Source: an optimization exercise on an open RTL-to-GDS flow (aim: small area, a short achievable clock period and few clock cycles per item). Production flows keep margins and buffers that such runs may drop. In this exercise RTL edits were held to simulation tests only and were not proved equivalent to the original.

==> juniper <==
Design okvs_encoder, start of the top module:
module okvs_encoder #(
    parameter N_MAX = 16,    
    parameter W     = 32,    
    parameter M     = 64,    
    parameter VW    = 32     
) (
    input  wire          clk,
    input  wire          rst,
    input  wire          row_valid,
    output wire          row_ready,
    input  wire [1:0]    row_bpos,
    input  wire [W-1:0]  row_bits,
    input  wire [VW-1:0] row_val,
    input  wire          row_last,
    output wire          out_valid,
    input  wire          out_ready,
    output wire [VW-1:0] out_data,
    output wire          out_last,
    output wire          out_fail,
    output wire [3:0]    out_fail_sorted,
    output wire [3:0]    out_fail_load
);
export LEC_CHECK = 0
export CAP_MARGIN = 20
export CORE_MARGIN = 2
export CORE_UTILIZATION = 60
export PLACE_DENSITY = 0.75
export SETUP_SLACK_MARGIN = 4.7
export SLEW_MARGIN = 20
create_clock -name core_clock -period 8.0 [get_ports {clk}]
run.sh (not shown) runs the stock make flow with config.mk's settings and CLKGATE_MAP_FILE= SYNTH_SCRIPT=/design/flow/synth_recipe.tcl, a recipe that flattens the netlist after the stock synthesis.
==> cedar: changes against juniper <==
--- a/flow/design.v
+++ b/flow/design.v
@@ -23,24 +23,22 @@
     localparam NC = 56;    
     function lt2;
         input [1:0] a, b;
         lt2 = (~a[1] & b[1]) | (~(a[1] ^ b[1]) & ~a[0] & b[0]);
     endfunction
     function [15:0] first_sorted;
-        input [15:0] m;
-        input [31:0] p;
+        input [15:0]  m;
+        input [255:0] bf;
         integer r, s;
         reg blk;
         begin
             for (r = 0; r < 16; r = r + 1) begin
                 blk = 1'b0;
                 for (s = 0; s < 16; s = s + 1)
-                    if (s < r)
-                        blk = blk | (m[s] & ~lt2(p[2*r +: 2], p[2*s +: 2]));
-                    else if (s > r)
-                        blk = blk | (m[s] & lt2(p[2*s +: 2], p[2*r +: 2]));
+                    if (s != r)
+                        blk = blk | (m[s] & bf[s*16 + r]);
                 first_sorted[r] = m[r] & ~blk;
             end
         end
     endfunction
     localparam [1:0] S_LOAD = 2'd0, S_SWEEP = 2'd1, S_WAIT = 2'd2;
     reg [1:0]    st;
@@ -69,13 +67,32 @@
             assign posf[2*gr +: 2] = pos[gr];
             assign head[gr] = band[gr][W-1];
             assign cand[gr] = elig[gr] & head[gr];
         end
     endgenerate
     wire [15:0] unp  = vm & ~pvt;
-    wire [15:0] sel  = first_sorted(cand | (unp & {16{xf}}), posf);
+    reg  [255:0] ordm;
+    wire [31:0]  posnf;
+    integer ps, pr;
+    reg  [255:0] bfm;
+    always @(*) begin
+        for (ps = 0; ps < 16; ps = ps + 1)
+            for (pr = 0; pr < 16; pr = pr + 1)
+                if (ps < pr)
+                    bfm[ps*16 + pr] = ordm[ps*16 + pr];
+                else if (ps > pr)
+                    bfm[ps*16 + pr] = ~ordm[pr*16 + ps];
+                else
+                    bfm[ps*16 + pr] = 1'b0;
+    end
+    always @(posedge clk)
+        for (ps = 0; ps < 16; ps = ps + 1)
+            for (pr = 0; pr < 16; pr = pr + 1)
+                if (ps < pr)
+                    ordm[ps*16 + pr] <= ~lt2(posnf[2*pr +: 2], posnf[2*ps +: 2]);
+    wire [15:0] sel  = first_sorted(cand | (unp & {16{xf}}), bfm);
     wire [15:0] fone = sel;               
     wire        failw = |unp;
     wire        failn = |(unp & ~sel);    
     wire        anyc = |cand;
     wire [15:0] hit  = act & head & ~sel & {16{anyc}};
     wire [15:0] psel = sel & {16{sweep}};
@@ -104,12 +121,13 @@
                     pos[gr] <= row_bpos;
                 if (sweep && sel[gr])
                     pcol[gr] <= c;
             end
             wire       vmn  = ldr ? 1'b1 : (ld && cnt == 4'd0) ? 1'b0 : vm[gr];
             wire [1:0] posn = ldr ? row_bpos : pos[gr];
+            assign posnf[2*gr +: 2] = posn;
             wire       pvn  = start ? 1'b0 : (pvt[gr] | (sweep & sel[gr]));
             wire       actn = vmn & ({1'b0, posn} <= cn[5:3]);
             always @(posedge clk) begin
                 vm[gr]   <= vmn & ~rst;
                 act[gr]  <= actn;
                 elig[gr] <= actn & ~pvn & (start | (sweep && c != NC - 1));
- CORE_UTILIZATION: 60 -> 48
- PLACE_DENSITY: 0.75 -> 0.65
==> Flow_metrics.wiki <==
{| class="wikitable"
! Metric !! Value
|-
| Met3 Track Usage GR || 0.225
|-
| Cell area after synthesis || 0.0968 mm²
|-
| Die Width || 453 µm
|-
| DP Worst Slack || 1880 ps
|-
| Post-synthesis adder-cell area fraction || 0.0272
|-
| Number of standard cells after synthesis || 8697
|-
| Dominant combinational cell family by area after synthesis || simple AND/OR/NAND/NOR gates
|-
| Global routing usage summed across all routing layers || 0.464
|-
| Row count || 164
|-
| XOR/XNOR Fraction of Synth Area || 0.0530
|-
| Result of the run || complete, no violations
|}
[end of results for cedar]
==> Flow_metrics.wiki <==
{| class="wikitable"
! Metric !! Value
|-
| Stop stage || global routing (5_1_grt)
|-
| Die Width || 401 µm
|-
| Met3 Track Usage GR || 0.725
|-
| Pin count of the biggest net entering global routing || 227
|-
| Result of the run || did not finish
|-
| Cell area after synthesis || 0.0945 mm²
|-
| DP Worst Slack || 1990 ps
|-
| Dominant combinational cell family by area after synthesis || compound AO/OA/AOI/OAI gates
|-
| Type of pin the worst path ends at || sequential cell input
|-
| XOR/XNOR Fraction of Synth Area || 0.0573
|-
| Count of placed standard cells including taps || 10200
|-
| Row count || 145
|-
| Error msg || [ERROR GRT-0232] Routing congestion too high. Check the congestion heatmap in the GUI.
|-
| Synth async-reset ratio || 0
|-
| Total overflow reported by the global router || 67
|-
| Post-synthesis adder-cell area fraction || 0.0278
|-
| Final estimated routing congestion in global placement || 1.00
|-
| Global routing usage summed across all routing layers || 0.781
|-
| Number of standard cells after synthesis || 8543
|}
[end of results for juniper]
Testbench counts of juniper, summed over its fixed seeds: cycles 3,984, encodes 48.
Testbench counts of cedar, summed over its fixed seeds: cycles 3,984, encodes 48.

port drivers added, routing unchanged:
No port has a modelled driver above. Below, the same layout with a new extraction and two added sets of constraints. Step 1: set_driving_cell puts a clkbuf_16 on clk and a buf_2 on each other input, an assumption about the parent block. Step 2 adds t to the input delays and takes it off the output delays; t is the mean of the earliest and latest rising clock arrival at the registers after step 1. Input paths then give back, and output paths get back, about the clock's delay inside the block. Slacks: ideal ports / drivers / drivers and shift; pairs: ideal ports / drivers.
run: cedar
shift t [ns]: 1.022
setup slack, ns: 3.740 / 3.740 / 3.042
pins driven straight from the clock port: 1
After both steps cedar still meets setup and hold. The setup slack of cedar moves by 0.000 ns with the drivers and by -0.698 ns with both steps.
